What follows belongs to an exercise in optimizing a design on an open flow for small area, a short achievable clock period and few clock cycles; a production flow would make more cautious choices. Function was checked by simulation only, so behaviour that the tests miss may differ from the original. Power figures rest on the tool's default switching activity, not on a simulated workload.

`flow/flow/run.sh`:
```
#!/bin/bash
set -euo pipefail
export BUFFER_PORTS_ARGS="-buffer_cell sky130_fd_sc_hd__buf_1"
bash standard.sh > standard_flow.log 2>&1
```
`flow/standard.sh`:
```
#!/bin/bash
# synth_recipe.tcl (not shown) runs the flow's synth.tcl, then flattens the netlist and writes it again
# the make line also repeats each setting of config.mk as NAME=value (left out here)
make -C /OpenROAD-flow-scripts/flow DESIGN_CONFIG=/design/flow/config.mk WORK_HOME=/design/flow/orfs CLKGATE_MAP_FILE= SYNTH_SCRIPT=/design/flow/synth_recipe.tcl "${@:-finish}"
```
`flow/config.mk`:
```
export PLATFORM = sky130hd
export DESIGN_NAME = gfce_codec
export DESIGN_NICKNAME = gfce_codec
export VERILOG_FILES = /design/flow/design.v
export SDC_FILE = /design/flow/constraint.sdc
export NUM_CORES = 4
export LEC_CHECK = 0
export CAP_MARGIN = 20
export CORE_MARGIN = 2
export CORE_UTILIZATION = 45
export CTS_BUF_LIST = sky130_fd_sc_hd__clkbuf_8
export SETUP_SLACK_MARGIN = 1.9
export SLEW_MARGIN = 20
```
`flow/constraint.sdc`:
```
create_clock -name core_clock -period 4.0 [get_ports {clk}]
set_input_delay 0.8000 -clock core_clock [delete_from_list [all_inputs] [get_ports {clk}]]
set_output_delay 0.8000 -clock core_clock [all_outputs]
set_load 0.01 [all_outputs]
```
`flow/design.v`:
```
module gfce_crc_byte (
    input  wire [15:0] crc_in,
    input  wire [7:0]  data,
    output reg  [15:0] crc_out
);
    integer i;
    always @(*) begin
        crc_out = crc_in ^ {8'h00, data};
        for (i = 0; i < 8; i = i + 1) begin
            if (crc_out[0])
                crc_out = (crc_out >> 1) ^ 16'h8408;
            else
                crc_out = crc_out >> 1;
        end
    end
endmodule
module gfce_tx #(
    parameter [7:0] LOCAL_ADDR = 8'h42
) (
    input  wire       clk,
    input  wire       rst,
    input  wire       req_valid,
    output wire       req_ready,
    input  wire [7:0] req_dest,
    input  wire [7:0] req_cmd,
    input  wire [7:0] req_plen,
    input  wire       pl_valid,
    output wire       pl_ready,
    input  wire [7:0] pl_data,
    output wire       out_valid,
    input  wire       out_ready,
    output wire [7:0] out_data,
    output wire       done,
    output wire [3:0] done_status,
    output wire [7:0] done_inserted
);
    localparam [7:0] ESC = 8'hE0, ACK = 8'hE1, SOF = 8'hE2, EOF = 8'hE3;
    localparam [15:0] CRC_SOF = 16'hC4FF;    
    reg s_start, s_dest, s_len, s_src, s_cmd, s_pay, s_crch, s_crcl, s_eof, s_ack, s_rej;
    reg        hv;             
    reg [7:0]  h;
    reg        pend;           
    reg [1:0]  pend_lo;        
    reg [15:0] crc;            
    reg [7:0]  count;          
    reg [7:0]  inserted;       
    reg        ack_wait;       
    reg        rq_idle;        
    reg        pay_go;         
    reg        pay_idle;       
    wire gen = !hv || out_ready;     
    wire pop = hv && out_ready;
    assign out_valid     = hv;
    assign out_data      = h;
    assign done          = s_rej || (ack_wait && out_ready);
    assign done_status   = {s_rej, 3'b000};
    assign done_inserted = inserted;
    function automatic is_res(input [7:0] b);
        is_res = (b[7:2] == 6'b111000);
    endfunction
    wire       too_long = (req_plen[7:3] == 5'b11111);    
    wire [7:0] fc = ({8{s_dest}} & req_dest) | ({8{s_len}} & count) |
                    ({8{s_src}} & LOCAL_ADDR) | ({8{s_cmd}} & req_cmd) |
                    ({8{s_pay}} & pl_data);
    wire [7:0] fb = fc | ({8{s_crch}} & crc[15:8]) | ({8{s_crcl}} & crc[7:0]);
    wire res = (s_dest && is_res(req_dest)) || (s_len && is_res(count)) ||
               (s_cmd && is_res(req_cmd)) || (s_pay && is_res(pl_data)) ||
               (s_crch && is_res(crc[15:8])) || (s_crcl && is_res(crc[7:0]));
    wire [15:0] crc_next;
    gfce_crc_byte u_crc (.crc_in(crc), .data(fc), .crc_out(crc_next));
    wire interior = s_dest || s_len || s_src || s_cmd || s_pay || s_crch || s_crcl;
    wire ready_st = (interior && !s_pay) || (s_pay && pl_valid) || s_eof || s_ack;
    wire go       = gen && !pend;
    wire proc     = go && ready_st;                           
    wire start    = gen && s_start && req_valid && !too_long;  
    wire reject   = s_start && !hv && req_valid && too_long;
    wire esc_now  = proc && res;
    wire push     = gen && (pend || ready_st || (s_start && req_valid && !too_long));
    assign req_ready = rq_idle || (s_cmd && out_ready);
    assign pl_ready  = pay_idle || (pay_go && out_ready);
    reg [7:0] pb;
    always @(*) begin
        if (pend)
            pb = {6'b110000, pend_lo};
        else if (s_start)
            pb = SOF;
        else if (s_eof)
            pb = EOF;
        else if (s_ack)
            pb = ACK;
        else if (res)
            pb = ESC;
        else
            pb = fb;
    end
    reg s_start_n, s_dest_n, s_len_n, s_src_n, s_cmd_n, s_pay_n, s_crch_n, s_crcl_n,
        s_eof_n, s_ack_n, s_rej_n, hv_n, pend_n;
    always @(*) begin
        {s_start_n, s_dest_n, s_len_n, s_src_n, s_cmd_n, s_pay_n, s_crch_n, s_crcl_n,
         s_eof_n, s_ack_n, s_rej_n} =
            {s_start, s_dest, s_len, s_src, s_cmd, s_pay, s_crch, s_crcl, s_eof, s_ack, s_rej};
        hv_n   = hv;
        pend_n = pend;
        if (push) hv_n = 1'b1;
        else if (pop) hv_n = 1'b0;
        if (gen) begin
            if (pend) pend_n = 1'b0;
            else if (esc_now) pend_n = 1'b1;
        end
        if (start) begin
            s_start_n = 1'b0;
            s_dest_n  = 1'b1;
        end
        if (reject) begin
            s_start_n = 1'b0;
            s_rej_n   = 1'b1;
        end
        if (s_rej) begin
            s_rej_n   = 1'b0;
            s_start_n = 1'b1;
        end
        if (proc) begin
            s_dest_n = 1'b0;
            s_len_n  = s_dest;
            s_src_n  = s_len;
            s_cmd_n  = s_src;
            s_crcl_n = s_crch;
            s_eof_n  = s_crcl;
            s_ack_n  = s_eof;
            if (s_ack) s_start_n = 1'b1;
            if (s_cmd) begin
                s_pay_n  = (count != 8'd8);
                s_crch_n = (count == 8'd8);
            end else begin
                s_pay_n  = s_pay && (count != 8'd9);
                s_crch_n = s_pay && (count == 8'd9);
            end
        end
    end
    always @(posedge clk) begin
        if (rst) begin
            {s_start, s_dest, s_len, s_src, s_cmd, s_pay, s_crch, s_crcl, s_eof, s_ack, s_rej} <=
                11'b100_0000_0000;
            hv       <= 1'b0;
            pend     <= 1'b0;
            ack_wait <= 1'b0;
            rq_idle  <= 1'b0;
            pay_go   <= 1'b0;
            pay_idle <= 1'b0;
        end else begin
            {s_start, s_dest, s_len, s_src, s_cmd, s_pay, s_crch, s_crcl, s_eof, s_ack, s_rej} <=
                {s_start_n, s_dest_n, s_len_n, s_src_n, s_cmd_n, s_pay_n, s_crch_n, s_crcl_n,
                 s_eof_n, s_ack_n, s_rej_n};
            hv       <= hv_n;
            pend     <= pend_n;
            ack_wait <= s_start_n && hv_n;
            rq_idle  <= s_rej_n || (s_cmd_n && !hv_n);
            pay_go   <= s_pay_n && !pend_n;
            pay_idle <= s_pay_n && !pend_n && !hv_n;
        end
    end
    always @(posedge clk) begin
        if (push) h <= pb;
        if (!pend) pend_lo <= fb[1:0];
        if (start)
            crc <= CRC_SOF;
        else if (proc && (s_dest || s_len || s_src || s_cmd || s_pay))
            crc <= crc_next;
        if (start)
            inserted <= 8'd0;
        else if (pend && gen)
            inserted <= inserted + 8'd1;
        if (s_start)
            count <= {req_plen[7:3] + 5'd1, req_plen[2:0]};
        else if (proc && s_pay)
            count <= count - 8'd1;
    end
endmodule
module gfce_rx (
    input  wire       clk,
    input  wire       rst,
    input  wire       in_valid,
    output wire       in_ready,
    input  wire [7:0] in_data,
    output reg        pl_valid,
    output reg  [7:0] pl_data,
    output reg        done,
    output wire [3:0] status,
    output wire [7:0] msg_dest,
    output wire [7:0] msg_len,
    output wire [7:0] msg_src,
    output wire [7:0] msg_cmd
);
    localparam [7:0] ESC = 8'hE0, SOF = 8'hE2, EOF = 8'hE3;
    localparam [7:0] RX_LIMIT = 8'd255;    
    localparam [15:0] CRC_SOF = 16'hC4FF;  
    reg [7:0]  idx;         
    reg        escp;        
    reg        escerr;      
    reg        len_ok;      
    reg        early;       
    reg [15:0] crc;         
    reg [7:0]  d1, d2;      
    reg [7:0]  b_dest, b_len, b_src, b_cmd;
    reg [2:0]  st;
    assign in_ready = 1'b1;
    assign status   = {1'b0, st};
    assign msg_dest = b_dest;
    assign msg_len  = b_len;
    assign msg_src  = b_src;
    assign msg_cmd  = b_cmd;
    wire [15:0] crc_next;
    gfce_crc_byte u_crc (.crc_in(crc), .data(d2), .crc_out(crc_next));
    wire is_sof = (in_data == SOF);
    wire is_eof = (in_data == EOF);
    wire is_esc = (in_data == ESC);
    wire [7:0] value    = {in_data[7:6], in_data[5] ^ escp, in_data[4:0]};
    wire       reserved = (value[7:2] == 6'b111000);
    wire       other    = in_valid && !is_sof && !is_eof && !is_esc;
    wire       store    = other && (idx != RX_LIMIT);
    wire       restart  = in_valid && (is_sof || is_eof);
    wire len_bad = (idx[7:1] == 7'd0) || !len_ok;
    wire crc_bad = (crc != {d2, d1});
    wire lowlen   = (b_len[7:3] == 5'd0);
    wire lsmall  = len_bad || (!crc_bad && lowlen);
    wire [2:0] eof_status = {escerr || escp || (!len_bad && crc_bad),
                             escerr || escp || lsmall,
                             escerr || (!escp && lsmall)};
    always @(posedge clk) begin
        if (rst) begin
            idx      <= 8'd0;
            escp     <= 1'b0;
            escerr   <= 1'b0;
            pl_valid <= 1'b0;
            done     <= 1'b0;
            early    <= 1'b1;
        end else begin
            done     <= in_valid && is_eof;
            pl_valid <= store && (idx >= 8'd6);
            if (restart) begin
                early  <= 1'b1;
                idx    <= 8'd0;
                escp   <= 1'b0;
                escerr <= 1'b0;
            end else if (in_valid && is_esc) begin
                if (escp)
                    escerr <= 1'b1;
                escp <= 1'b1;
            end else if (other) begin
                escp <= 1'b0;
                if (escp && !reserved)
                    escerr <= 1'b1;
                if (store)
                    idx <= idx + 8'd1;
                if (store && idx[1:0] == 2'd3)
                    early <= 1'b0;
            end
        end
    end
    always @(posedge clk) begin
        pl_data <= d2;
        if (in_valid && is_eof)
            st <= eof_status;
        if (rst || restart)
            crc <= CRC_SOF;
        else if (store && (idx >= 8'd2))
            crc <= crc_next;
        if (store) begin
            d1 <= value;
            d2 <= d1;
            if (idx == 8'd1)
                len_ok <= (value == 8'd4);
            else
                len_ok <= ({1'b0, b_len} == {1'b0, idx} + 9'd3);
            if (early) begin
                case (idx[1:0])
                    2'd0: b_dest <= value;
                    2'd1: b_len  <= value;
                    2'd2: b_src  <= value;
                    2'd3: b_cmd  <= value;
                endcase
            end
        end
    end
endmodule
module gfce_codec (
    input  wire       clk,
    input  wire       rst,
    input  wire       tx_req_valid,
    output wire       tx_req_ready,
    input  wire [7:0] tx_req_dest,
    input  wire [7:0] tx_req_cmd,
    input  wire [7:0] tx_req_plen,
    input  wire       tx_pl_valid,
    output wire       tx_pl_ready,
    input  wire [7:0] tx_pl_data,
    output wire       tx_out_valid,
    input  wire       tx_out_ready,
    output wire [7:0] tx_out_data,
    output wire       tx_done,
    output wire [3:0] tx_done_status,
    output wire [7:0] tx_done_inserted,
    input  wire       rx_in_valid,
    output wire       rx_in_ready,
    input  wire [7:0] rx_in_data,
    output wire       rx_pl_valid,
    output wire [7:0] rx_pl_data,
    output wire       rx_done,
    output wire [3:0] rx_status,
    output wire [7:0] rx_dest,
    output wire [7:0] rx_len,
    output wire [7:0] rx_src,
    output wire [7:0] rx_cmd
);
    gfce_tx #(.LOCAL_ADDR(8'h42)) u_tx (
        .clk(clk), .rst(rst),
        .req_valid(tx_req_valid), .req_ready(tx_req_ready),
        .req_dest(tx_req_dest), .req_cmd(tx_req_cmd), .req_plen(tx_req_plen),
        .pl_valid(tx_pl_valid), .pl_ready(tx_pl_ready), .pl_data(tx_pl_data),
        .out_valid(tx_out_valid), .out_ready(tx_out_ready), .out_data(tx_out_data),
        .done(tx_done), .done_status(tx_done_status), .done_inserted(tx_done_inserted)
    );
    gfce_rx u_rx (
        .clk(clk), .rst(rst),
        .in_valid(rx_in_valid), .in_ready(rx_in_ready), .in_data(rx_in_data),
        .pl_valid(rx_pl_valid), .pl_data(rx_pl_data),
        .done(rx_done), .status(rx_status),
        .msg_dest(rx_dest), .msg_len(rx_len), .msg_src(rx_src), .msg_cmd(rx_cmd)
    );
endmodule
```
==> flow_metrics.tcl, run 1 <==
set metrics [dict create \
    synth-main-ff-cell "dfxtp_1" \
    clock_latency_ns 0.44 \
    min_path_cells 0 \
    leakagePower_uw 0.002728 \
    reg2reg_setup_slack_ns 1.97 \
    synth_cells 624 \
    post-route-period-util_pct 50.71 \
    die_h_um 127.8 \
    rsz0062_at_grt "false" \
    max_stage_delay_ns 0.18 \
    yosysMostFrequentCell "dfxtp_1" \
    layout-drive-gt1-share_pct 13.32 \
    place_inst 894 \
    viasPerCell 5.478 \
    wl_per_cell_um 17.34 \
    grt_overflow 0 \
    grt_max_degree 32 \
    grt_usage_pct 20.52 \
    stdcell_count 931 \
    synth.top_cells.by_count "78 x dfxtp_1, 70 x edfxtp_1, 56 x nand2_1, 51 x xnor2_1, 43 x nor2_1" \
    r2r_end "u_tx.crc[8]" \
    combPwrFrac_pct 15.9 \
    crit_path_cell_trace "buf_1 -> a21o_1 -> clkbuf_2" \
    final.min_clock_period_ns 2.028 \
    path_max_fanout 4 \
    coreArea_mm2 0.01509 \
    cp_data_required_time_ns 3.20 \
    hold_class "flop to flop" \
    num_antenna_cells 0 \
    synth_edf_count 70 \
    numPortBuffers 111 \
    clk_path_buf_depth 2 \
    postSynthAreaPerCell_um2 11.06 \
    end_kind "output port" \
    startpoint "tx_out_ready" \
    arrival_ns 1.23 \
    rr_worst_depth 6 \
    status "no timing/DRC/antenna violations" \
    syn_area_mm2 0.006900 \
    p_int_uw 2572 \
    clock.fmax_mhz 493.0 \
    start_util_pct 45.73 \
    p_clk_share_pct 33.8 \
    start_kind "input pin" \
    grt_pass1_vias 5002 \
    fin_skew_ns 0.01015 \
    vias 5100 \
    crit_slowest_cell "a21o_1" \
    cts.sinks 148 \
    hold_viol_final 0 \
    die_x_um 127.8 \
    dpl-instance-area_mm2 0.007448 \
    finalMaxSlewViolations 0 \
    root_buffer "clkbuf_8" \
    fin_setup_tns_ns 0 \
    yosys-top-cells-area "edfxtp_1 30%, dfxtp_1 23%, xnor2_1 6.5%" \
    ios 117 \
    synth_top_area_share_pct 30.46 \
    grt_first_pass_wirelength_um 26170 \
    vdd_drop_max_v 0.0002227 \
    cts_buffers 17 \
    slew_headroom_pct 34.10 \
    setup_viol 0 \
    post-dp-hpwl_um 11780 \
    drv_cap 0 \
    powerDensity_mw_per_mm2 448.7 \
    rows 45 \
    ys_seq_area_share_pct 53.09 \
    sw_frac_of_total_pct 28.41 \
    seqPwrFrac_pct 50.3 \
    place_congestion 0.8564 \
    antenna_found_initial 0 \
    synth_area_leader_cell "edfxtp_1" \
    die-area_mm2 0.01634 \
    first_iter_violations 479 \
    routed_wl_um 16140 \
    reg2reg_from "u_tx.count[5]" \
    critPathKind "input pin to output port" \
    fin_area_mm2 0.008006 \
    nNetsFinal 786 \
    path_clk_slew_ns 0.09 \
    areaGrowthSynthToFinish_pct 16.03 \
    cts_tree "yes" \
    drc_errors 0 \
    async_flop_share_pct 0 \
    drtPass1Iterations 5 \
    cp-endpoint "tx_req_ready" \
    detail-route-antenna-nets 0 \
    synth_cell_types 70 \
    h-tree-depth 4 \
    yosysWarnings 3 \
    p_sw_uw 1021 \
    synth-seq-cells 148 \
    tightest_slew_ns 0.9885 \
    reg_top3 "u_rx.crc (16), u_tx.crc (16)" \
]
## routing by layer
| metal | GRT usage, % | part of all wire, % | vias to the layer above |
|---|---|---|---|
| li1 | - | - | 2459 |
| met1 | 25.81 | 43 | 2441 |
| met2 | 34.41 | 49 | 173 |
| met3 | 5.092 | 5.4 | 27 |
| met4 | 7.434 | 2.3 | 0 |
| met5 | 0 | 0 | - |
## stage by stage
step | total power (uW) | setup slack, ns | util, % | hold slack, ns
after global placement | 2377 | 1.296 | 49.36 | 0.4316
final | 3593 | 1.972 | 53.06 | 0.4607
after global routing | 3767 | 1.902 | 53.06 | 0.4700
after floorplan | 2235 | 1.837 | - | 0.4086
after detailed placement | 2390 | 1.218 | 49.36 | 0.4473
after CTS | 3605 | 1.907 | 52.54 | 0.4595
## what timing repair did
item / in CTS / in global routing
resized for setup: 13 / 21
endpoints found under the setup margin: 71 / 98
pin swaps: 0 / 3
buffers inserted: 3 / 2
hold buffers: 0 / 0
## layout make-up
| class | count | area (um^2) |
|---|---|---|
| Sequential cell | 148 | 3685 |
| Multi-Input combinational cell | 434 | 3124 |
| Clock buffer | 17 | 234.0 |
| Fill cell | 1359 | 7083 |
| Tap cell | 188 | 235.2 |
| Clock inverter | 15 | 181.4 |
| Timing Repair Buffer | 121 | 516.7 |
| Inverter | 8 | 30.03 |
## cell usage in the layout, fill, tap and decap left out, types with 4 or more instances in the layout
cell and count:
a211oi_1 6, a21o_1 5, a21oi_1 25, a22oi_1 11
a31oi_1 5, and2_1 5, and3_4 5, buf_1 107
buf_4 8, clkbuf_2 4, clkbuf_8 17, clkinvlp_4 5
conb_1 5, dfxtp_1 67, dfxtp_2 8, edfxtp_1 70
ha_1 7, inv_1 8, mux2i_1 14, nand2_1 56
nand2b_1 6, nand3_1 8, nand4_1 19, nor2_1 43
nor3_1 10, nor3b_1 5, nor4_1 10, o211ai_1 5
o21ai_0 18, o21ai_1 5, or3_1 4, xnor2_1 51
xnor2_2 4, xor2_1 32
## power groups by stage
stage	Sequential (uW)	Clock [uW]	Combinational, uW
5_1_grt	1820	1310	634
2_1_floorplan	1810	0	422
4_1_cts	1800	1240	561
3_3_place_gp	1840	0	540
6_report	1810	1210	573
3_5_place_dp	1840	0	550
## cells by family after synthesis
kind of cell,share of synthesized area (%)
AO/OA/AOI/OAI,12.08
XOR/XNOR,12.58
adder cells (fa/ha/maj),1.813
buffers and inverters,3.717
flip-flops,53.09
multiplexers,2.031
other,0.1088
AND/OR/NAND/NOR,14.58
## worst min-delay path by stage
stage	from	to
6_report	u_rx.d2[0]	u_rx.pl_data[0]
5_1_grt	u_rx.d2[4]	u_rx.pl_data[4]
4_1_cts	u_rx.d2[4]	u_rx.pl_data[4]
3_5_place_dp	u_rx.d2[4]	u_rx.pl_data[4]
3_3_place_gp	u_rx.d2[0]	u_rx.pl_data[0]
2_1_floorplan	u_rx.d2[3]	u_rx.pl_data[3]
## critical path, delay by kind of cell
kind	cells	cell delay, ns
buf+inv	2	0.25
compound gates	1	0.18
Testbench counts, summed over its fixed seeds: cycles 18,293.
==> inputs of run 2 (changes only) <==
--- a/flow/config.mk
+++ b/flow/config.mk
@@ -7,7 +7,7 @@
 export LEC_CHECK = 0
 export CAP_MARGIN = 20
 export CORE_MARGIN = 2
-export CORE_UTILIZATION = 45
+export CORE_UTILIZATION = 30
 export CTS_BUF_LIST = sky130_fd_sc_hd__clkbuf_8
 export SETUP_SLACK_MARGIN = 1.9
 export SLEW_MARGIN = 20
==> run 2 against run 1 <==
- global-route usage down 6.5 points
- critical endpoint is now u_tx.ack_wait
- still clean
- clock skew up 0.0070 ns
- die area up 48%
- sequential share of layout area down 1.1 points
- highest routed layer unchanged
- routed wire length up 4.7%
- first-iteration DRC count down 24%
- largest power group unchanged
==> flow_metrics.tcl, run 2 <==
set metrics [dict create \
    r2r_end "u_tx.h[1]" \
    rsz0062_at_grt "true" \
    p_int_uw 2429 \
    status "no timing/DRC/antenna violations" \
    cts.sinks 148 \
    leakagePower_uw 0.002764 \
    coreArea_mm2 0.02264 \
    synth_area_leader_cell "edfxtp_1" \
    die_x_um 155.7 \
    slew_headroom_pct 46.98 \
    num_antenna_cells 0 \
    synth_top_area_share_pct 30.46 \
    grt_overflow 0 \
    detail-route-antenna-nets 0 \
    post-dp-hpwl_um 12070 \
    clk_path_buf_depth 2 \
    crit_path_cell_trace "buf_1 -> ha_4 -> and3_4 -> ha_4 -> or3_1 -> a21o_1 -> a22oi_2 -> nor3_1" \
    tightest_slew_ns 0.7926 \
    sw_frac_of_total_pct 31.21 \
    seqPwrFrac_pct 51.1 \
    viasPerCell 4.900 \
    path_clk_slew_ns 0.09 \
    yosys-top-cells-area "edfxtp_1 30%, dfxtp_1 23%, xnor2_1 6.5%" \
    root_buffer "clkbuf_8" \
    vias 5076 \
    drv_cap 0 \
    cts_buffers 17 \
    grt_max_degree 32 \
    hold_class "flop to flop" \
    rows 55 \
    areaGrowthSynthToFinish_pct 18.59 \
    fin_setup_tns_ns 0 \
    clock.fmax_mhz 486.3 \
    die-area_mm2 0.02423 \
    hold_path_end "u_rx.pl_data[4]" \
    synth_cells 624 \
    reg2reg_setup_slack_ns 1.97 \
    synth-seq-cells 148 \
    cp_data_required_time_ns 4.33 \
    critPathKind "input pin to flop" \
    first_iter_violations 366 \
    cts_tree "yes" \
    end_kind "flop" \
    min_path_cells 0 \
    die_h_um 155.7 \
    reg2reg_from "u_tx.count[5]" \
    synth_edf_count 70 \
    async_flop_share_pct 0 \
    drc_errors 0 \
    path_max_fanout 9 \
    crit_path_frequent_cell "ha_4" \
    hold_slack_ns 0.4684 \
    combPwrFrac_pct 16.8 \
    powerDensity_mw_per_mm2 431.6 \
    setup_viol 0 \
    layout_commonest_cell "buf_1" \
    p_sw_uw 1102 \
    finalMaxSlewViolations 0 \
    layout_common_cells "109 x buf_1, 70 x edfxtp_1, 69 x dfxtp_1" \
    hold_start "u_rx.d2[4]" \
    crit_slowest_cell "or3_1" \
    syn_area_mm2 0.006900 \
    grt_first_pass_wirelength_um 26360 \
    routed_wl_um 16890 \
    grt_pass1_vias 4758 \
    synth_cell_types 70 \
    start_kind "input pin" \
    fin_skew_ns 0.01712 \
    yosysWarnings 3 \
    final.min_clock_period_ns 2.056 \
    synth-main-ff-cell "dfxtp_1" \
    synth.top_cells.by_count "78 x dfxtp_1, 70 x edfxtp_1, 56 x nand2_1, 51 x xnor2_1, 43 x nor2_1" \
    nNetsFinal 794 \
    postSynthAreaPerCell_um2 11.06 \
    grt_usage_pct 14.03 \
    clock_latency_ns 0.46 \
    max_stage_delay_ns 0.49 \
    hold_viol_final 0 \
    reg_top3 "u_rx.crc (16), u_tx.crc (16)" \
    arrival_ns 2.38 \
    ys_seq_area_share_pct 53.09 \
    post-route-period-util_pct 51.41 \
    wl_per_cell_um 16.31 \
    p_clk_share_pct 32.1 \
    place_congestion 0.7798 \
    h-tree-depth 4 \
    yosysMostFrequentCell "dfxtp_1" \
    ios 117 \
    layout-drive-gt1-share_pct 14.25 \
    antenna_found_initial 1 \
    rr_worst_depth 5 \
    numPortBuffers 111 \
    drtPass1Iterations 5 \
    start_util_pct 30.48 \
    vdd_drop_max_v 0.0002410 \
]
run 2: repair_timing:
| action | CTS | global route |
|---|---|---|
| buffers inserted | 3 | 5 |
| gates resized for setup | 11 | 20 |
| hold buffers | 0 | 0 |
| endpoints found under the setup margin | 61 | 92 |
| pin swaps | 0 | 5 |
run 2: worst max-delay path, delay by kind of cell:
kind,cells,cell delay [ns]
compound gates,2,0.37
buf+inv,1,0.12
simple gates,3,0.73
fa+ha+maj,2,0.35
run 2: logic make-up after synthesis:
group           after synthesis  share of synthesized area (%)
mux                          14                          2.031
buf+inv                      45                          3.717
compound gates              118                          12.08
simple gates                196                          14.58
fa+ha+maj                    10                          1.813
other cells                   2                         0.1088
flops                       148                          53.09
xor+xnor                     91                          12.58
run 2: how the worst max path moves through the flow:
stage                               from       endpoint  slack [ns]  depth (start not counted)
after CTS                  u_tx.count[5]      u_tx.h[1]        1.90                          5
after detailed placement    tx_out_ready    u_tx.crc[9]        1.17                          8
after global placement      tx_out_ready    u_tx.crc[8]        1.24                          8
final                     tx_req_plen[3]  u_tx.ack_wait        1.94                          8
after global routing       u_tx.count[5]      u_tx.h[1]        1.86                          5
after floorplan           tx_req_plen[3]  u_tx.ack_wait        1.84                          8
run 2: metal layers:
metal	wire [um]	up-vias	GRT usage, %
met5	0	-	0
met4	299	0	4.325
met3	856	21	3.528
met2	8277	147	23.45
met1	7460	2430	17.90
li1	-	2478	-
run 2: layout make-up:
type	instances	area (um^2)
clock inverter	15	158.9
sequential	148	3675
tap	285	356.6
clock buffer	17	234.0
timing repair buffer	129	574.3
inverter	8	30.03
fill	2271	14460
multi-input combinational	434	3154
run 2: power groups by stage:
| stage | Sequential, uW | Combinational, uW | Clock [uW] |
|---|---|---|---|
| floorplan | 1810 | 422 | 0 |
| global placement | 1840 | 551 | 0 |
| detailed placement | 1830 | 556 | 0 |
| CTS | 1800 | 566 | 1180 |
| global route | 1820 | 652 | 1240 |
| finish | 1800 | 594 | 1130 |
run 2: metrics by stage:
| step | instances | util (%) | instance area, um^2 | total power, uW | setup slack (ns) |
|---|---|---|---|---|---|
| 2_1_floorplan | 627 | - | 7004 | 2235 | 1.837 |
| 3_3_place_gp | 996 | 33.60 | 7607 | 2386 | 1.236 |
| 3_5_place_dp | 996 | 33.60 | 7607 | 2390 | 1.172 |
| 4_1_cts | 1031 | 35.63 | 8066 | 3544 | 1.904 |
| 5_1_grt | 1036 | 36.14 | 8183 | 3710 | 1.860 |
| 6_report | 1036 | 36.14 | 8183 | 3531 | 1.944 |
==> inputs of run 3 (changes only) <==
--- a/flow/config.mk
+++ b/flow/config.mk
@@ -7,7 +7,7 @@
 export LEC_CHECK = 0
 export CAP_MARGIN = 20
 export CORE_MARGIN = 2
-export CORE_UTILIZATION = 30
+export CORE_UTILIZATION = 35
 export CTS_BUF_LIST = sky130_fd_sc_hd__clkbuf_8
 export SETUP_SLACK_MARGIN = 1.9
 export SLEW_MARGIN = 20
==> run 3 against run 2 <==
- maximum frequency up 0.72%
- non-clock buffer count down 5
- die area down 14%
- combinational power down 2%
- area after synthesis unchanged
- setup slack better by 0.015 ns
==> flow_metrics.tcl, run 3 <==
set metrics [dict create \
    finalMaxSlewViolations 0 \
    postSynthAreaPerCell_um2 11.06 \
    post-route-period-util_pct 51.04 \
    clock.fmax_mhz 489.8 \
    powerDensity_mw_per_mm2 430.1 \
    combPwrFrac_pct 16.8 \
    crit_path_frequent_cell "buf_1" \
    grt_max_degree 27 \
    fin_setup_tns_ns 0 \
    ys_seq_area_share_pct 53.09 \
    start_kind "input pin" \
    min_path_cells 0 \
    path_clk_slew_ns 0.09 \
    path_max_fanout 4 \
    viasPerCell 4.894 \
    drtPass1Iterations 4 \
    vias 4948 \
    critPathBufInv 2 \
    rsz0062_at_grt "true" \
    grt_first_pass_wirelength_um 25630 \
    async_flop_share_pct 0 \
    cts.sinks 148 \
    synth_top_area_share_pct 30.46 \
    routed_wl_um 16470 \
    setup_viol 0 \
    synth_area_leader_cell "edfxtp_1" \
    areaGrowthSynthToFinish_pct 17.14 \
    arrival_ns 1.24 \
    seqPwrFrac_pct 51.8 \
    hold_start "u_rx.d2[1]" \
    final.min_clock_period_ns 2.042 \
    die_h_um 144.4 \
    vdd_drop_max_v 0.0002255 \
    hold_class "flop to flop" \
    synth_cell_types 70 \
    crit_slowest_cell "a21o_1" \
    num_antenna_cells 0 \
    reg_top3 "u_rx.crc (16), u_tx.crc (16)" \
    synth_cells 624 \
    layout_common_cells "104 x buf_1, 70 x edfxtp_1, 69 x dfxtp_1" \
    hold_viol_final 0 \
    cts_buffers 17 \
    max_stage_delay_ns 0.15 \
    root_buffer "clkbuf_8" \
    path_depth 3 \
    synth_edf_count 70 \
    reg2reg_setup_slack_ns 2.00 \
    p_sw_uw 1059 \
    nFillCells 1907 \
    die-area_mm2 0.02085 \
    synth-main-ff-cell "dfxtp_1" \
    synth-seq-cells 148 \
    cts_tree "yes" \
    p_clk_share_pct 31.5 \
    crit_path_cell_trace "buf_1 -> a21o_1 -> buf_1" \
    start_util_pct 35.57 \
    yosysMostFrequentCell "dfxtp_1" \
    drc_errors 0 \
    die_x_um 144.4 \
    first_iter_violations 348 \
    sw_frac_of_total_pct 30.45 \
    antenna_found_initial 0 \
    cp_data_required_time_ns 3.20 \
    h-tree-depth 4 \
    grt_overflow 0 \
    layout-drive-gt1-share_pct 14.08 \
    status "no timing/DRC/antenna violations" \
    clock_latency_ns 0.46 \
    rr_worst_depth 6 \
    wl_per_cell_um 16.29 \
    post-dp-hpwl_um 11890 \
    layout_commonest_cell "buf_1" \
    yosys-top-cells-area "edfxtp_1 30%, dfxtp_1 23%, xnor2_1 6.5%" \
    detail-route-antenna-nets 0 \
    place_congestion 0.8460 \
    hold_path_end "u_rx.pl_data[1]" \
    yosysWarnings 3 \
    fin_skew_ns 0.01723 \
    reg2reg_from "u_tx.count[5]" \
    hold_slack_ns 0.4752 \
    r2r_end "u_tx.crc[8]" \
    end_kind "output port" \
    grt_pass1_vias 4695 \
    grt_usage_pct 16.32 \
    cp_top_family "buffers and inverters" \
    drv_cap 0 \
    slew_headroom_pct 53.13 \
    ios 117 \
    leakagePower_uw 0.002756 \
    rows 51 \
    numPortBuffers 111 \
    coreArea_mm2 0.01940 \
    synth.top_cells.by_count "78 x dfxtp_1, 70 x edfxtp_1, 56 x nand2_1, 51 x xnor2_1, 43 x nor2_1" \
    postCtsHoldBufs 0 \
    critPathKind "input pin to output port" \
    tightest_slew_ns 0.7007 \
    startpoint "tx_out_ready" \
    clk_path_buf_depth 2 \
    p_int_uw 2418 \
    syn_area_mm2 0.006900 \
    nNetsFinal 789 \
]
-- run 3: cell counts after synthesis --
Identical to the previous run, type by type.
-- run 3: power by group through the flow --
| stage | Clock (uW) | Combinational (uW) | Sequential, uW |
|---|---|---|---|
| floorplan | 0 | 422 | 1810 |
| global placement | 0 | 552 | 1830 |
| CTS | 1130 | 562 | 1800 |
| detailed placement | 0 | 555 | 1830 |
| global route | 1190 | 646 | 1810 |
| finish | 1090 | 584 | 1800 |
-- run 3: cell type report --
class	instances	area, um^2	share of cell area, %
Multi-Input combinational cell	434	3138	38.82
Timing Repair Buffer	124	543.0	6.718
Sequential cell	148	3677	45.50
Inverter	8	30.03	0.3715
Clock inverter	14	115.1	1.424
Tap cell	265	331.6	4.102
Clock buffer	18	247.7	3.065
-- run 3: per-stage QoR --
step / power, uW / cells / instance area [um^2] / utilization (%) / setup WS (ns)
2_1_floorplan: 2235 / 627 / 7004 / - / 1.837
4_1_cts: 3487 / 1009 / 7981 / 41.14 / 1.889
5_1_grt: 3650 / 1011 / 8083 / 41.67 / 1.886
3_3_place_gp: 2385 / 974 / 7567 / 39.01 / 1.255
6_report: 3476 / 1011 / 8083 / 41.67 / 1.958
3_5_place_dp: 2388 / 974 / 7567 / 39.01 / 1.234
-- run 3: cells by family after synthesis --
kind of cell | share of synthesized area, %
other cells | 0.1088
simple gates | 14.58
mux | 2.031
fa+ha+maj | 1.813
xor+xnor | 12.58
buf+inv | 3.717
compound gates | 12.08
flops | 53.09
-- run 3: timing repair --
| action | CTS | global route |
|---|---|---|
| pin swaps | 0 | 4 |
| setup endpoints to repair | 46 | 61 |
| resized for setup | 14 | 20 |
| hold endpoints to repair | 0 | 0 |
| buffers inserted | 3 | 2 |
-- run 3: how the worst max path moves through the flow --
stage / slack (ns) / end
6_report: 1.96 / tx_pl_ready
5_1_grt: 1.89 / u_tx.crc[8]
4_1_cts: 1.89 / u_tx.crc[13]
3_5_place_dp: 1.23 / u_tx.crc[9]
3_3_place_gp: 1.25 / u_tx.crc[8]
2_1_floorplan: 1.84 / u_tx.ack_wait
-- run 3: per-layer routing --
metal	part of all wire [%]	wire length (um)	vias up	GRT usage (%)
li1	-	-	2459	-
met1	44	7248	2334	20.42
met2	49	8123	130	27.21
met3	4.2	698	25	3.709
met4	2.4	399	0	6.745
met5	0	0	-	0
==> inputs of run 4 (changes only) <==
==> flow/flow/run.sh (replaced) <==
#!/bin/bash
set -euo pipefail
export BUFFER_PORTS_ARGS="-buffer_cell sky130_fd_sc_hd__buf_1"
export CTS_ARGS="-sink_clustering_enable -repair_clock_nets -buf_list sky130_fd_sc_hd__clkbuf_8 -dont_use_dummy_load"
bash standard.sh > standard_flow.log 2>&1
==> run 4 against run 3 <==
- still clean
- total power decreased by 6.9%
- clock power decreased by 22%
- synthesized cell count unchanged
- routed wire length decreased by 0.78%
- first-iteration DRC count increased by 6.0%
- clock skew increased by 0.0093 ns
- die area unchanged
- non-clock buffer count increased by 2
- utilization decreased by 0.57 points
- cell count decreased by 1.3%
- highest routed layer unchanged
==> flow_metrics.tcl, run 4 <==
set metrics [dict create \
    rows 51 \
    grt_overflow 0 \
    numPortBuffers 111 \
    vdd_drop_max_v 0.0002145 \
    setup_viol 0 \
    arrival_ns 1.24 \
    fin_setup_tns_ns 0 \
    cts.sinks 148 \
    coreArea_mm2 0.01940 \
    cts_tree "yes" \
    place_congestion 0.8460 \
    grt_pass1_vias 4628 \
    synth_cell_types 70 \
    antenna_found_initial 0 \
    grt_first_pass_wirelength_um 25330 \
    viasPerCell 4.995 \
    finalMaxSlewViolations 0 \
    reg_top3 "u_rx.crc (16), u_tx.crc (16)" \
    yosysWarnings 3 \
    crit_path_frequent_cell "buf_1" \
    die-area_mm2 0.02085 \
    drtPass1Iterations 5 \
    grt_max_degree 27 \
    async_flop_share_pct 0 \
    dpl-instance-area_mm2 0.007567 \
    synth-seq-cells 148 \
    drc_errors 0 \
    place_inst 974 \
    fin_skew_ns 0.02655 \
    stdcell_count 998 \
    clock_latency_ns 0.45 \
    hold_slack_ns 0.4817 \
    ios 117 \
    yosysMostFrequentCell "dfxtp_1" \
    powerDensity_mw_per_mm2 405.8 \
    cts_buffers 17 \
    path_clk_slew_ns 0.08 \
    postSynthAreaPerCell_um2 11.06 \
    detail-route-antenna-nets 0 \
    h-tree-depth 4 \
    areaGrowthSynthToFinish_pct 15.54 \
    wl_per_cell_um 16.37 \
    die_h_um 144.4 \
    die_x_um 144.4 \
    final.min_clock_period_ns 2.044 \
    hold_viol_final 0 \
    yosys-top-cells-area "edfxtp_1 30%, dfxtp_1 23%, xnor2_1 6.5%" \
    drv_cap 0 \
    routed_wl_um 16340 \
    post-dp-hpwl_um 11890 \
    vias 4985 \
    hold_class "flop to flop" \
    layout_commonest_cell "buf_1" \
    synth_cells 624 \
    slew_headroom_pct 54.04 \
    clk_path_buf_depth 2 \
    postCtsHoldBufs 0 \
    nNetsFinal 791 \
    synth_top_area_share_pct 30.46 \
    start_util_pct 35.57 \
    fin_area_mm2 0.007973 \
    clock.fmax_mhz 489.2 \
    layout-drive-gt1-share_pct 12.55 \
    syn_area_mm2 0.006900 \
    grt_usage_pct 16.14 \
    crit_slowest_cell "buf_1" \
    first_iter_violations 369 \
    total_power_uw 3236 \
    nFillCells 1917 \
    path_max_fanout 4 \
    cp_data_required_time_ns 3.20 \
    start_kind "input pin" \
    max_stage_delay_ns 0.15 \
    num_antenna_cells 0 \
    layout_common_cells "104 x buf_1, 70 x edfxtp_1, 70 x dfxtp_1" \
    end_kind "output port" \
    status "no timing/DRC/antenna violations" \
    rsz0062_at_grt "true" \
    synth_edf_count 70 \
    tightest_slew_ns 0.6871 \
    ys_seq_area_share_pct 53.09 \
    leakagePower_uw 0.002700 \
    crit_path_cell_trace "buf_1 -> a21o_1 -> buf_1" \
    synth_area_leader_cell "edfxtp_1" \
    synth.top_cells.by_count "78 x dfxtp_1, 70 x edfxtp_1, 56 x nand2_1, 51 x xnor2_1, 43 x nor2_1" \
    critPathKind "input pin to output port" \
    synth-main-ff-cell "dfxtp_1" \
    root_buffer "clkbuf_8" \
    post-route-period-util_pct 51.10 \
]
==> run 4: changes by cell type in the layout (fill, tap and decap cells not counted), sizes merged <==
cell	change
inv	-9
buf	-1
clkbuf	+2
clkinvlp	-1
clkinv	-4
==> run 4: layer usage <==
metal | vias to the layer above | wire length [um] | track usage (%) | part of all wire, %
li1 | 2448 | - | - | -
met1 | 2364 | 7146 | 20.44 | 44
met2 | 155 | 8123 | 26.81 | 50
met3 | 18 | 792 | 3.709 | 4.8
met4 | 0 | 278 | 6.183 | 1.7
met5 | - | 0 | 0 | 0
==> run 4: repair_timing <==
action                                  in CTS  in global routing
hold endpoints to repair                     0                  0
endpoints found under the setup margin      46                 80
setup buffers                                5                  2
pin swaps                                    0                  5
resized for setup                           15                 19
==> run 4: area by class of cell <==
| type | instances | area (um^2) | share of cell area, % |
|---|---|---|---|
| clock buffers | 17 | 234.0 | 2.935 |
| well taps | 265 | 331.6 | 4.159 |
| repair buffers | 126 | 558.0 | 6.999 |
| multi-input cells | 434 | 3143 | 39.42 |
| flip-flops and latches | 148 | 3676 | 46.11 |
| inverters | 8 | 30.03 | 0.3766 |
==> run 4: cell families after synthesis <==
kind of cell / synth area share, %
xor+xnor: 12.58
flops: 53.09
mux: 2.031
compound gates: 12.08
buf+inv: 3.717
fa+ha+maj: 1.813
other cells: 0.1088
simple gates: 14.58
==> run 4: power by group <==
group	internal [uW]	total, uW	switching, uW
clock network	374	852	477
registers	1700	1800	104
logic	259	583	324
==> run 4: worst max-delay path: cells and delay by family <==
| family | cells | cell delay, ns |
|---|---|---|
| buf+inv | 2 | 0.30 |
| compound gates | 1 | 0.15 |
==> run 4: stage by stage <==
stage	util, %	setup WS (ns)
floorplan	-	1.837
global placement	39.01	1.255
detailed placement	39.01	1.234
CTS	40.62	1.907
global route	41.10	1.891
finish	41.10	1.956
==> run 4: path summary, 6_finish.rpt <==
kind | start | end | slack, ns | cells past startpoint
max | tx_out_ready | tx_pl_ready | 1.96 | 3
min | u_rx.d1[2] | u_rx.d2[2] | 0.48 | 0
max reg2reg | u_tx.s_cmd | u_tx.crc[9] | 2.03 | 7
min reg2reg | u_rx.d1[2] | u_rx.d2[2] | 0.48 | 0
==> inputs of run 5 (changes only) <==
--- a/flow/config.mk
+++ b/flow/config.mk
@@ -11,3 +11,4 @@
 export CTS_BUF_LIST = sky130_fd_sc_hd__clkbuf_8
 export SETUP_SLACK_MARGIN = 1.9
 export SLEW_MARGIN = 20
+export TNS_END_PERCENT = 0
==> run 5 against run 4 <==
- global-route usage up 0.30 points
- sequential power about the same
- highest routed layer unchanged
- design area down 1.3%
- largest cell class unchanged
- cell count down 0.40%
- total power about the same
- critical path depth unchanged
- largest power group unchanged
- still clean
- count of clock-buffer cells in the layout unchanged
==> flow_metrics.tcl, run 5 <==
set metrics [dict create \
    status "no timing/DRC/antenna violations" \
    multi_input_area_mm2 0.003094 \
    hold_slack_ns 0.4390 \
    synth_top_area_share_pct 30.46 \
    hold_viol_final 0 \
    root_buffer "clkbuf_8" \
    synth-main-ff-cell "dfxtp_1" \
    drv_cap 0 \
    areaGrowthSynthToFinish_pct 14.05 \
    area.sequential_mm2 0.003676 \
    hold_class "flop to flop" \
    clock_latency_ns 0.45 \
    rr_worst_depth 5 \
    grt_max_degree 27 \
    arrival_ns 1.31 \
    wl_per_cell_um 16.63 \
    path_max_fanout 4 \
    busiest_layer "met2" \
    leakagePower_uw 0.002643 \
    cts_tree "yes" \
    grt_usage_pct 16.43 \
    coreArea_mm2 0.01940 \
    die_x_um 144.4 \
    syn_area_mm2 0.006900 \
    met2_usage_pct 25.94 \
    ys_seq_area_share_pct 53.09 \
    fin_skew_ns 0.04754 \
    layout-drive-gt1-share_pct 10.97 \
    die_h_um 144.4 \
    finalMaxSlewViolations 0 \
    rsz0062_at_grt "true" \
    synth.top_cells.by_count "78 x dfxtp_1, 70 x edfxtp_1, 56 x nand2_1, 51 x xnor2_1, 43 x nor2_1" \
    synth_cell_types 70 \
    yosysMostFrequentCell "dfxtp_1" \
    min_path_cells 0 \
    synth-seq-cells 148 \
    antenna_found_initial 0 \
    start_kind "input pin" \
    grt_pass1_vias 4748 \
    synth_edf_count 70 \
    max_stage_delay_ns 0.18 \
    hold_start "u_rx.d2[3]" \
    synth_area_leader_cell "edfxtp_1" \
    slew_headroom_pct 59.04 \
    yosysWarnings 3 \
    end_kind "output port" \
    cts_buffers 17 \
    drc_errors 0 \
    clock.fmax_mhz 475.0 \
    yosys-top-cells-area "edfxtp_1 30%, dfxtp_1 23%, xnor2_1 6.5%" \
    rows 51 \
    die-area_mm2 0.02085 \
    cts.sinks 148 \
    critPathKind "input pin to output port" \
    drtPass1Iterations 5 \
    grt_overflow 0 \
    powerDensity_mw_per_mm2 410.7 \
    num_antenna_cells 0 \
    h-tree-depth 4 \
    first_iter_violations 355 \
    reg_top3 "u_rx.crc (16), u_tx.crc (16)" \
    routed_wl_um 16530 \
    viasPerCell 5.044 \
    crit_path_cell_trace "buf_1 -> a21o_1 -> buf_1" \
    total_power_uw 3232 \
    cp_data_required_time_ns 3.20 \
    cp_top_family "buffers and inverters" \
    tightest_slew_ns 0.6088 \
    layout_commonest_cell "buf_1" \
    final.min_clock_period_ns 2.105 \
    hold_path_end "u_rx.pl_data[3]" \
    async_flop_share_pct 0 \
    reg2reg_setup_slack_ns 1.94 \
    layout_common_cells "110 x buf_1, 70 x edfxtp_1, 70 x dfxtp_1" \
    post-dp-hpwl_um 11950 \
    reg2reg_from "u_tx.count[5]" \
    vias 5014 \
    crit_slowest_cell "a21o_1" \
    postSynthAreaPerCell_um2 11.06 \
    path_clk_slew_ns 0.07 \
    grt_util_met3_pct 4.139 \
    ios 117 \
    postCtsHoldBufs 0 \
    use_met1_pct 21.82 \
    fin_setup_tns_ns 0 \
    place_congestion 0.8505 \
    setup_viol 0 \
    final_core_util_pct 40.57 \
    nFillCells 1921 \
    grt_first_pass_wirelength_um 26030 \
    start_util_pct 35.57 \
    detail-route-antenna-nets 0 \
    critPathBufInv 2 \
    nNetsFinal 787 \
    synth_cells 624 \
    clk_path_buf_depth 2 \
    vdd_drop_max_v 0.0002147 \
    post-route-period-util_pct 52.63 \
    crit_path_frequent_cell "buf_1" \
    numPortBuffers 111 \
    r2r_end "u_tx.h[1]" \
]
## run 5: cell count changes in the layout (fill, tap and decap cells not counted), moves of 2 or more
cell	before	now
and3_2	0	4
buf_1	104	110
clkbuf_2	6	0
and3_4	5	1
buf_4	12	10
## run 5: report_power, final
part | switching [uW] | total, uW | internal, uW
sequential | 105 | 1800 | 1700
clock | 492 | 866 | 375
combinational | 320 | 563 | 244
total | 917 | 3230 | 2320
## run 5: routing by layer
layer  share of wire [%]  wire length, um  vias to the layer above
li1                    -                -                     2443
met2                  48             8003                      157
met3                 6.2             1018                       19
met1                  44             7199                     2395
met5                   0                0                        -
met4                 1.9              307                        0
## run 5: layout make-up
type,instances,area share [%]
inverter,8,0.3816
sequential,148,46.71
timing repair buffer,122,6.407
tap,265,4.213
multi-input combinational,434,39.32
clock buffer,17,2.973
## run 5: repair_timing
| item | CTS | global route |
|---|---|---|
| pin swaps | 0 | 0 |
| endpoints found under the setup margin | 91 | 102 |
| setup buffers | 2 | 0 |
| cloned | 0 | 0 |
| resized for setup | 8 | 14 |
## run 5: worst reg2reg max path: stages, from the launching register on
cell       delay (ns)
edfxtp_1         0.50
nor4b_1          0.20
a41oi_1          0.33
nand3_1          0.20
or3b_2           0.47
a2bb2oi_1        0.18
## run 5: worst max path at each step
stage | slack (ns) | startpoint | end | cells after the start
after floorplan | 1.84 | tx_req_plen[3] | u_tx.ack_wait | 8
after global placement | 0.99 | tx_out_ready | u_tx.crc[9] | 7
after detailed placement | 0.92 | tx_out_ready | u_tx.crc[8] | 7
after CTS | 1.79 | u_tx.s_dest | u_tx.crc[13] | 6
after global routing | 1.82 | tx_out_ready | tx_done | 3
final | 1.89 | tx_out_ready | tx_done | 3
## run 5: through the flow
| stage | instances | setup WS (ns) | instance area, um^2 |
|---|---|---|---|
| floorplan | 627 | 1.837 | 6969 |
| global placement | 975 | 0.9882 | 7552 |
| detailed placement | 975 | 0.9157 | 7552 |
| CTS | 994 | 1.790 | 7821 |
| global route | 994 | 1.823 | 7870 |
| finish | 994 | 1.895 | 7870 |
## run 5: cell families after synthesis
logic type	after synthesis	share of synthesized area (%)
simple gates	196	14.58
flops	148	53.09
compound gates	118	12.08
xor+xnor	91	12.58
buf+inv	45	3.717
mux	14	2.031
fa+ha+maj	10	1.813
other cells	2	0.1088
==> inputs of run 6 (changes only) <==
--- a/flow/config.mk
+++ b/flow/config.mk
@@ -9,6 +9,6 @@
 export CORE_MARGIN = 2
 export CORE_UTILIZATION = 35
 export CTS_BUF_LIST = sky130_fd_sc_hd__clkbuf_8
-export SETUP_SLACK_MARGIN = 1.9
+export SETUP_SLACK_MARGIN = 2.0
 export SLEW_MARGIN = 20
 export TNS_END_PERCENT = 0
==> run 6 against run 5 <==
- non-clock buffer count grew 2
- clock skew grew 0.0018 ns
- design area grew 0.67%
- clock power is essentially flat
- die area is the same
- routed wire length grew 0.16%
- utilization grew 0.27 points
- register-to-register slack is essentially flat
- critical path depth grew 5
- global-route usage is essentially flat
==> flow_metrics.tcl, run 6 <==
set metrics [dict create \
    status "no timing/DRC/antenna violations" \
    postLayoutSetupSlackWorst_ns 1.937 \
    grt_overflow 0 \
    clk_path_buf_depth 2 \
    syn_area_mm2 0.006900 \
    grt_first_pass_wirelength_um 26040 \
    coreArea_mm2 0.01940 \
    final.min_clock_period_ns 2.063 \
    start_kind "input pin" \
    arrival_ns 2.39 \
    reg2reg_setup_slack_ns 1.95 \
    slew_headroom_pct 61.61 \
    die_x_um 144.4 \
    ys_seq_area_share_pct 53.09 \
    cp_data_required_time_ns 4.32 \
    numPortBuffers 111 \
    synthXorXnorAreaFrac_pct 12.58 \
    yosys.area_share.simple_pct 14.58 \
    root_buffer "clkbuf_8" \
    rows 51 \
    synthMuxAreaShare_pct 2.031 \
    detail-route-antenna-nets 0 \
    post-dp-hpwl_um 11950 \
    synth_cell_types 70 \
    setup_viol 0 \
    viasPerCell 5.073 \
    path_clk_slew_ns 0.08 \
    layout_common_cells "108 x buf_1, 70 x edfxtp_1, 68 x dfxtp_1" \
    synth_area_leader_cell "edfxtp_1" \
    yosysMostFrequentCell "dfxtp_1" \
    grt_max_degree 27 \
    post-route-period-util_pct 51.57 \
    die_h_um 144.4 \
    place_congestion 0.8505 \
    leakagePower_uw 0.002667 \
    cts_tree "yes" \
    hold_path_end "u_rx.pl_data[4]" \
    critPathKind "input pin to flop" \
    wl_per_cell_um 16.62 \
    synth_edf_count 70 \
    synth.top_cells.by_count "78 x dfxtp_1, 70 x edfxtp_1, 56 x nand2_1, 51 x xnor2_1, 43 x nor2_1" \
    layout-drive-gt1-share_pct 11.76 \
    die-area_mm2 0.02085 \
    clock_latency_ns 0.45 \
    grt_usage_pct 16.44 \
    async_flop_share_pct 0 \
    end_kind "flop" \
    synth_cells 624 \
    hold_class "flop to flop" \
    min_path_cells 0 \
    path_max_fanout 9 \
    drtPass1Iterations 5 \
    synth_compound_area_share_pct 12.08 \
    synth_top_family_by_area "simple AND/OR/NAND/NOR gates" \
    vdd_drop_max_v 0.0002137 \
    synth-main-ff-cell "dfxtp_1" \
    h-tree-depth 4 \
    yosys-top-cells-area "edfxtp_1 30%, dfxtp_1 23%, xnor2_1 6.5%" \
    start_util_pct 35.57 \
    hold_viol_final 0 \
    clock.fmax_mhz 484.8 \
    drv_cap 0 \
    postSynthAreaPerCell_um2 11.06 \
    rr_worst_depth 5 \
    synth_top_area_share_pct 30.46 \
    first_iter_violations 362 \
    place_ws_ns 0.9157 \
    grt_pass1_vias 4745 \
    synth-seq-cells 148 \
    nNetsFinal 789 \
    antenna_found_initial 0 \
    drc_errors 0 \
    reg2reg_from "u_tx.count[5]" \
    powerDensity_mw_per_mm2 410.2 \
    num_antenna_cells 0 \
    fin_skew_ns 0.04935 \
    areaGrowthSynthToFinish_pct 14.81 \
    fin_setup_tns_ns 0 \
    ios 117 \
    routed_wl_um 16550 \
    layout_commonest_cell "buf_1" \
    finalMaxSlewViolations 0 \
    cts_buffers 17 \
    cts.sinks 148 \
    postCtsHoldBufs 0 \
    vias 5053 \
    yosysWarnings 3 \
    hold_start "u_rx.d2[4]" \
    nFillCells 1916 \
    tightest_slew_ns 0.5706 \
    reg_top3 "u_rx.crc (16), u_tx.crc (16)" \
    rsz0062_at_grt "true" \
    synthAdderAreaFrac_pct 1.813 \
    r2r_end "u_tx.h[1]" \
]
-- run 6: repair_timing --
action,in CTS,in global routing
pin swaps,0,2
setup endpoints to repair,114,113
buffers inserted,2,2
resized for setup,15,15
-- run 6: power breakdown --
part	internal, uW	switching (uW)	total [uW]	leakage, uW
Combinational	256	326	582	0.00124
Clock	375	489	864	0.000122
Sequential	1700	107	1800	0.00131
Total	2330	922	3250	0.00267
-- run 6: how the worst max path moves through the flow --
| stage | from | end | slack (ns) | cells past startpoint |
|---|---|---|---|---|
| floorplan | tx_req_plen[3] | u_tx.ack_wait | 1.84 | 8 |
| global placement | tx_out_ready | u_tx.crc[9] | 0.99 | 7 |
| detailed placement | tx_out_ready | u_tx.crc[8] | 0.92 | 7 |
| CTS | tx_out_ready | tx_done | 1.91 | 3 |
| global route | u_tx.count[5] | u_tx.h[1] | 1.87 | 5 |
| finish | tx_req_plen[3] | u_tx.ack_wait | 1.94 | 8 |
-- run 6: layout make-up --
type,count,area [um^2],share of cell area (%)
timing repair buffer,124,525.5,6.633
tap,265,331.6,4.185
clock buffer,17,234.0,2.953
inverter,8,30.03,0.3790
sequential,148,3679,46.43
multi-input combinational,434,3123,39.42
-- run 6: routing by layer --
| metal | GRT usage (%) | vias up | routed length [um] |
|---|---|---|---|
| met5 | 0 | - | 0 |
| met3 | 4.040 | 15 | 1013 |
| met1 | 21.74 | 2418 | 7171 |
| met2 | 26.27 | 176 | 8110 |
| met4 | 5.825 | 0 | 257 |
| li1 | - | 2444 | - |
-- run 6: critical path: stages --
cell and delay (ns):
buf_1 0.12, ha_4 0.18, and3_4 0.15, ha_4 0.17, or3_1 0.50, a21o_1 0.23
a22oi_2 0.15, nor3_1 0.07
-- run 6: kinds of logic after synthesis --
group	Yosys count
AND/OR/NAND/NOR	196
flip-flops	148
AO/OA/AOI/OAI	118
XOR/XNOR	91
buffers and inverters	45
multiplexers	14
adder cells (fa/ha/maj)	10
other	2
-- run 6: through the flow --
step / total power [uW] / instances / util (%) / area [um^2] / hold WS [ns]
floorplan: 2229 / 627 / - / 6969 / 0.4086
global placement: 2381 / 975 / 38.93 / 7552 / 0.4220
detailed placement: 2389 / 975 / 38.93 / 7552 / 0.4210
CTS: 3259 / 994 / 40.46 / 7849 / 0.4376
global route: 3419 / 996 / 40.84 / 7923 / 0.4571
finish: 3250 / 996 / 40.84 / 7923 / 0.4386
==> inputs of run 7 (changes only) <==
--- a/flow/config.mk
+++ b/flow/config.mk
@@ -9,6 +9,5 @@
 export CORE_MARGIN = 2
 export CORE_UTILIZATION = 35
 export CTS_BUF_LIST = sky130_fd_sc_hd__clkbuf_8
-export SETUP_SLACK_MARGIN = 2.0
+export SETUP_SLACK_MARGIN = 1.95
 export SLEW_MARGIN = 20
-export TNS_END_PERCENT = 0
==> run 7 against run 6 <==
- synthesized cell count stayed put
- non-clock buffer count rose by 4
- critical path depth fell by 5
- via count fell by 0.53%
- clock skew fell by 0.022 ns
- design area grew 1.2%
- maximum frequency increased by 1.7%
- worst hold slack improved by 0.012 ns
- area after synthesis unchanged
- sequential share of layout area shrank 0.47 points
==> flow_metrics.tcl, run 7 <==
set metrics [dict create \
    dpl-instance-area_mm2 0.007582 \
    clock.fmax_mhz 493.1 \
    rows 51 \
    drtPass1Iterations 5 \
    start_kind "input pin" \
    layout_commonest_cell "buf_1" \
    numPortBuffers 111 \
    slew_headroom_pct 54.46 \
    fin_setup_tns_ns 0 \
    nNetsFinal 793 \
    drc_errors 0 \
    yosysMostFrequentCell "dfxtp_1" \
    yosysWarnings 3 \
    clk_path_buf_depth 2 \
    powerDensity_mw_per_mm2 404.5 \
    path_clk_slew_ns 0.07 \
    ys_seq_area_share_pct 53.09 \
    grt_overflow 0 \
    grt_usage_pct 16.24 \
    die_h_um 144.4 \
    hold_class "flop to flop" \
    fin_area_mm2 0.008014 \
    reg_top3 "u_rx.crc (16), u_tx.crc (16)" \
    end_kind "output port" \
    detail-route-antenna-nets 0 \
    postSynthAreaPerCell_um2 11.06 \
    clock_latency_ns 0.44 \
    die_x_um 144.4 \
    rr_worst_depth 7 \
    synth.top_cells.by_count "78 x dfxtp_1, 70 x edfxtp_1, 56 x nand2_1, 51 x xnor2_1, 43 x nor2_1" \
    place_congestion 0.7703 \
    finalMaxSlewViolations 0 \
    setup_viol 0 \
    tightest_slew_ns 0.6809 \
    critPathKind "input pin to output port" \
    place_inst 974 \
    cts.sinks 148 \
    vdd_drop_max_v 0.0001946 \
    fin_skew_ns 0.02713 \
    h-tree-depth 4 \
    grt_max_degree 27 \
    status "no timing/DRC/antenna violations" \
    grt_pass1_vias 4697 \
    synth_cells 624 \
    syn_area_mm2 0.006900 \
    path_max_fanout 4 \
    cts_buffers 17 \
    coreArea_mm2 0.01940 \
    leakagePower_uw 0.002711 \
    layout-drive-gt1-share_pct 13.61 \
    wl_per_cell_um 16.52 \
    synth-main-ff-cell "dfxtp_1" \
    areaGrowthSynthToFinish_pct 16.14 \
    cp_data_required_time_ns 3.20 \
    post-dp-hpwl_um 12010 \
    num_antenna_cells 0 \
    synth-seq-cells 148 \
    grt_first_pass_wirelength_um 25520 \
    antenna_found_initial 0 \
    rsz0062_at_grt "true" \
    total_power_uw 3241 \
    ios 117 \
    yosys-top-cells-area "edfxtp_1 30%, dfxtp_1 23%, xnor2_1 6.5%" \
    hold_viol_final 0 \
    first_iter_violations 330 \
    async_flop_share_pct 0 \
    drv_cap 0 \
    post-route-period-util_pct 50.70 \
    synth_edf_count 70 \
    vias 5026 \
    layout_common_cells "105 x buf_1, 70 x edfxtp_1, 68 x dfxtp_1" \
    root_buffer "clkbuf_8" \
    start_util_pct 35.57 \
    die-area_mm2 0.02085 \
    synth_cell_types 70 \
    stdcell_count 1000 \
    arrival_ns 1.23 \
    cts_tree "yes" \
    viasPerCell 5.026 \
    min_path_cells 0 \
    synth_top_area_share_pct 30.46 \
    synth_area_leader_cell "edfxtp_1" \
    routed_wl_um 16520 \
    final.min_clock_period_ns 2.028 \
    hold_slack_ns 0.4507 \
]
-- run 7: cell count changes in the layout (fill, tap and decap cells not counted), sizes merged --
| cell | delta |
|---|---|
| buf | +6 |
| clkbuf | -2 |
-- run 7: path summary, 6_finish.rpt --
check / from / end / slack [ns]
max: tx_out_ready / tx_req_ready / 1.97
min: u_rx.d2[1] / u_rx.pl_data[1] / 0.45
max reg2reg: u_tx.s_cmd / u_tx.crc[9] / 2.01
min reg2reg: u_rx.d2[1] / u_rx.pl_data[1] / 0.45
-- run 7: timing repair --
action,4_1_cts,5_1_grt
pin swaps,1,8
buffers inserted,3,6
hold buffers,0,0
gates resized for setup,25,15
endpoints found under the setup margin,55,61
-- run 7: power breakdown --
| part | internal [uW] | leakage (uW) | switching [uW] |
|---|---|---|---|
| sequential | 1700 | 0.00131 | 105 |
| combinational | 256 | 0.00128 | 323 |
| clock | 374 | 0.000122 | 486 |
| total | 2330 | 0.00271 | 914 |
-- run 7: final cells by class --
| cell class | instances | area (um^2) |
|---|---|---|
| multi-input combinational | 434 | 3159 |
| sequential | 148 | 3684 |
| tap | 265 | 331.6 |
| timing repair buffer | 128 | 575.6 |
| clock buffer | 17 | 234.0 |
| fill | 1918 | 11380 |
| inverter | 8 | 30.03 |
-- run 7: per-stage QoR --
stage	utilization (%)	setup WS [ns]
2_1_floorplan	-	1.837
3_3_place_gp	39.09	1.241
3_5_place_dp	39.09	1.202
4_1_cts	40.81	1.930
5_1_grt	41.31	1.893
6_report	41.31	1.972
-- run 7: cells by family (layout without fill, tap and decap cells) --
kind of cell / count (synthesis) / count (layout) / share of synthesized area [%]
adders and majority gates: 10 / 10 / 1.813
and+or+nand+nor: 196 / 196 / 14.58
AOI/OAI and AO/OA: 118 / 118 / 12.08
DFF: 148 / 148 / 53.09
xor gates and xnor gates: 91 / 91 / 12.58
buffers and inverters: 45 / 153 / 3.717
other: 2 / 5 / 0.1088
muxes: 14 / 14 / 2.031
-- run 7: routing by layer --
metal  part of all wire, %  routed length [um]  vias up  track usage (%)
li1                      -                   -     2458                -
met4                   1.3                 214        0            4.497
met2                    51                8408      140            28.49
met5                     0                   0        -                0
met1                    43                7099     2412            20.15
met3                   4.8                 797       16            3.543
-- run 7: worst max-delay path, stage by stage --
cell and delay [ns]:
buf_2 0.13, a21o_1 0.17, buf_2 0.14
==> inputs of run 8 (changes only) <==
--- a/flow/config.mk
+++ b/flow/config.mk
@@ -7,7 +7,7 @@
 export LEC_CHECK = 0
 export CAP_MARGIN = 20
 export CORE_MARGIN = 2
-export CORE_UTILIZATION = 35
+export CORE_UTILIZATION = 38
 export CTS_BUF_LIST = sky130_fd_sc_hd__clkbuf_8
 export SETUP_SLACK_MARGIN = 1.95
 export SLEW_MARGIN = 20
==> run 8 against run 7 <==
- critical endpoint unchanged
- clock power fell by 2%
- first-iteration DRC count rose by 41%
- still clean
- maximum frequency barely moved
- count of clock-buffer cells in the layout did not move
- setup slack improved by 0.00078 ns
- global-route usage rose by 1.6 points
- utilization rose by 3.9 points
==> flow_metrics.tcl, run 8 <==
set metrics [dict create \
    nNetsFinal 800 \
    post-route-period-util_pct 50.69 \
    end_kind "output port" \
    syn_area_mm2 0.006900 \
    clk_path_buf_depth 2 \
    num_antenna_cells 0 \
    coreArea_mm2 0.01790 \
    clock.fmax_mhz 493.2 \
    vdd_drop_max_v 0.0001934 \
    ios 117 \
    arrival_ns 1.23 \
    synth_cell_types 70 \
    wl_met3_um 738 \
    grt_pass1_vias 5130 \
    tightest_slew_ns 1.062 \
    fin_setup_tns_ns 0 \
    routed_wl_um 17260 \
    synth_top_area_share_pct 30.46 \
    synth-main-ff-cell "dfxtp_1" \
    fin_area_mm2 0.008102 \
    yosys-top-cells-area "edfxtp_1 30%, dfxtp_1 23%, xnor2_1 6.5%" \
    synth.top_cells.by_count "78 x dfxtp_1, 70 x edfxtp_1, 56 x nand2_1, 51 x xnor2_1, 43 x nor2_1" \
    slew_headroom_pct 29.19 \
    reg_top3 "u_rx.crc (16), u_tx.crc (16)" \
    layout_commonest_cell "buf_1" \
    synth_cells 624 \
    die_x_um 138.8 \
    path_max_fanout 4 \
    status "no timing/DRC/antenna violations" \
    postSynthAreaPerCell_um2 11.06 \
    wl_met1_um 7240 \
    final_core_util_pct 45.25 \
    place_ws_ns 1.152 \
    cts.sinks 148 \
    areaGrowthSynthToFinish_pct 17.41 \
    cts_buffers 17 \
    layout-drive-gt1-share_pct 14.42 \
    detail-route-antenna-nets 0 \
    powerDensity_mw_per_mm2 401.4 \
    setup_viol 0 \
    hold_class "flop to flop" \
    wl_per_cell_um 17.77 \
    yosysWarnings 3 \
    cp_data_required_time_ns 3.20 \
    grt_first_pass_wirelength_um 27230 \
    stdcell_count 971 \
    multi_input_area_mm2 0.003167 \
    area.sequential_mm2 0.003684 \
    post-dp-hpwl_um 12240 \
    synth_area_leader_cell "edfxtp_1" \
    rsz0062_at_grt "true" \
    hold_viol_final 0 \
    start_util_pct 38.54 \
    grt_usage_pct 17.86 \
    die-area_mm2 0.01925 \
    postLayoutSetupSlackWorst_ns 1.973 \
    fin_skew_ns 0.02300 \
    start_kind "input pin" \
    h-tree-depth 4 \
    viasPerCell 5.337 \
    final.min_clock_period_ns 2.027 \
    wl_met2_um 8991 \
    place_inst 938 \
    root_buffer "clkbuf_8" \
    antenna_found_initial 0 \
    die_h_um 138.8 \
    clock_latency_ns 0.44 \
    finalMaxSlewViolations 0 \
    path_clk_slew_ns 0.07 \
    dpl-instance-area_mm2 0.007543 \
    synth-seq-cells 148 \
    numPortBuffers 111 \
    vias 5182 \
    drv_cap 0 \
    rows 49 \
    yosysMostFrequentCell "dfxtp_1" \
    leakagePower_uw 0.002762 \
    nFillCells 1713 \
    first_iter_violations 464 \
    drc_errors 0 \
    ys_seq_area_share_pct 53.09 \
    critPathKind "input pin to output port" \
    synth_edf_count 70 \
    drtPass1Iterations 5 \
    cts_tree "yes" \
    grt_max_degree 27 \
    highest_layer "met4" \
    layout_common_cells "106 x buf_1, 70 x edfxtp_1, 68 x dfxtp_1" \
    async_flop_share_pct 0 \
    place_congestion 0.8849 \
    grt_overflow 0 \
]
run 8: changes by cell type in the layout (fill, tap and decap cells not counted), sizes merged:
cell and change:
buf +3, clkbuf +3, bufbuf +1
run 8: critical path, stage by stage:
cell and delay [ns]:
buf_2 0.12, a21o_1 0.18, buf_1 0.12
run 8: layout make-up:
class / instances / share of cell area (%)
tap: 229 / 3.537
multi-input combinational: 434 / 39.09
sequential: 148 / 45.47
clock buffer: 17 / 2.888
inverter: 8 / 0.3707
timing repair buffer: 135 / 8.649
run 8: stage by stage:
stage               hold slack [ns]  power [uW]
floorplan                    0.4086        2238
global placement             0.4358        2380
detailed placement           0.4351        2397
CTS                          0.4585        3260
global route                 0.4748        3417
finish                       0.4615        3252
run 8: report_power, final:
| part | switching [uW] | total [uW] | internal (uW) |
|---|---|---|---|
| logic | 333 | 604 | 271 |
| registers | 108 | 1810 | 1700 |
| clock network | 468 | 843 | 374 |
| total | 909 | 3250 | 2340 |
run 8: what timing repair did:
item                                    CTS  global route
resized for setup                        25            14
buffers inserted                          4             9
pin swaps                                 0             2
endpoints found under the setup margin   90            61
endpoints found under the hold margin     0             0
hold buffers                              0             0
gates cloned                              1             2
run 8: worst paths after layout:
path / end / startpoint / slack, ns / depth (start not counted)
worst min-delay path: u_rx.pl_data[7] / u_rx.d2[7] / 0.46 / 0
worst max-delay path: tx_req_ready / tx_out_ready / 1.97 / 3
worst min register to register: u_rx.pl_data[7] / u_rx.d2[7] / 0.46 / 0
worst max register to register: u_rx.crc[14] / u_rx.idx[0] / 1.98 / 10
run 8: kinds of logic after synthesis:
family / share of synthesized area [%]
muxes: 2.031
and+or+nand+nor: 14.58
buffers and inverters: 3.717
other: 0.1088
adders and majority gates: 1.813
DFF: 53.09
AOI/OAI and AO/OA: 12.08
xor gates and xnor gates: 12.58
run 8: metal layers:
layer	up-vias	GRT usage (%)
li1	2468	-
met2	162	32.52
met5	-	0
met3	21	3.729
met4	0	5.423
met1	2531	21.23

[afterwards: timing with drivers on the ports]
How much do the figures lean on ideal ports? The routed layouts below were timed once more, with nothing changed but the port constraints. Step 1: set_driving_cell puts a clkbuf_16 on clk and a buf_2 on each other input, an assumption about the parent block. Step 2 also shifts input and output timing later by t, the mid clock arrival at the registers, as if the neighbouring blocks saw the same clock. Slacks: ideal / step 1 / step 2; pairs: ideal / step 1.
run	t, ns	setup slack, ns	hold WS [ns]	worst setup path at the end
run 1	0.477	1.972 / 1.917 / 1.535	0.461 / 0.461 / 0.461	input to register
run 2	0.483	1.944 / 1.925 / 1.473	0.468 / 0.468 / 0.468	input to register
run 3	0.492	1.958 / 1.913 / 1.492	0.475 / 0.475 / 0.475	input to register
run 4	0.476	1.956 / 1.910 / 1.574	0.482 / 0.482 / 0.482	input to register
run 5	0.473	1.895 / 1.852 / 1.477	0.439 / 0.439 / 0.439	input to register
run 6	0.472	1.937 / 1.917 / 1.488	0.439 / 0.439 / 0.439	input to register
run 7	0.468	1.972 / 1.950 / 1.570	0.451 / 0.451 / 0.451	input to register
run 8	0.460	1.973 / 1.954 / 1.530	0.461 / 0.461 / 0.461	input to register
After both steps setup and hold are still met in every run listed. The setup slack of run 2, which loses most, moves by -0.019 ns with the drivers and by -0.471 ns with both steps.
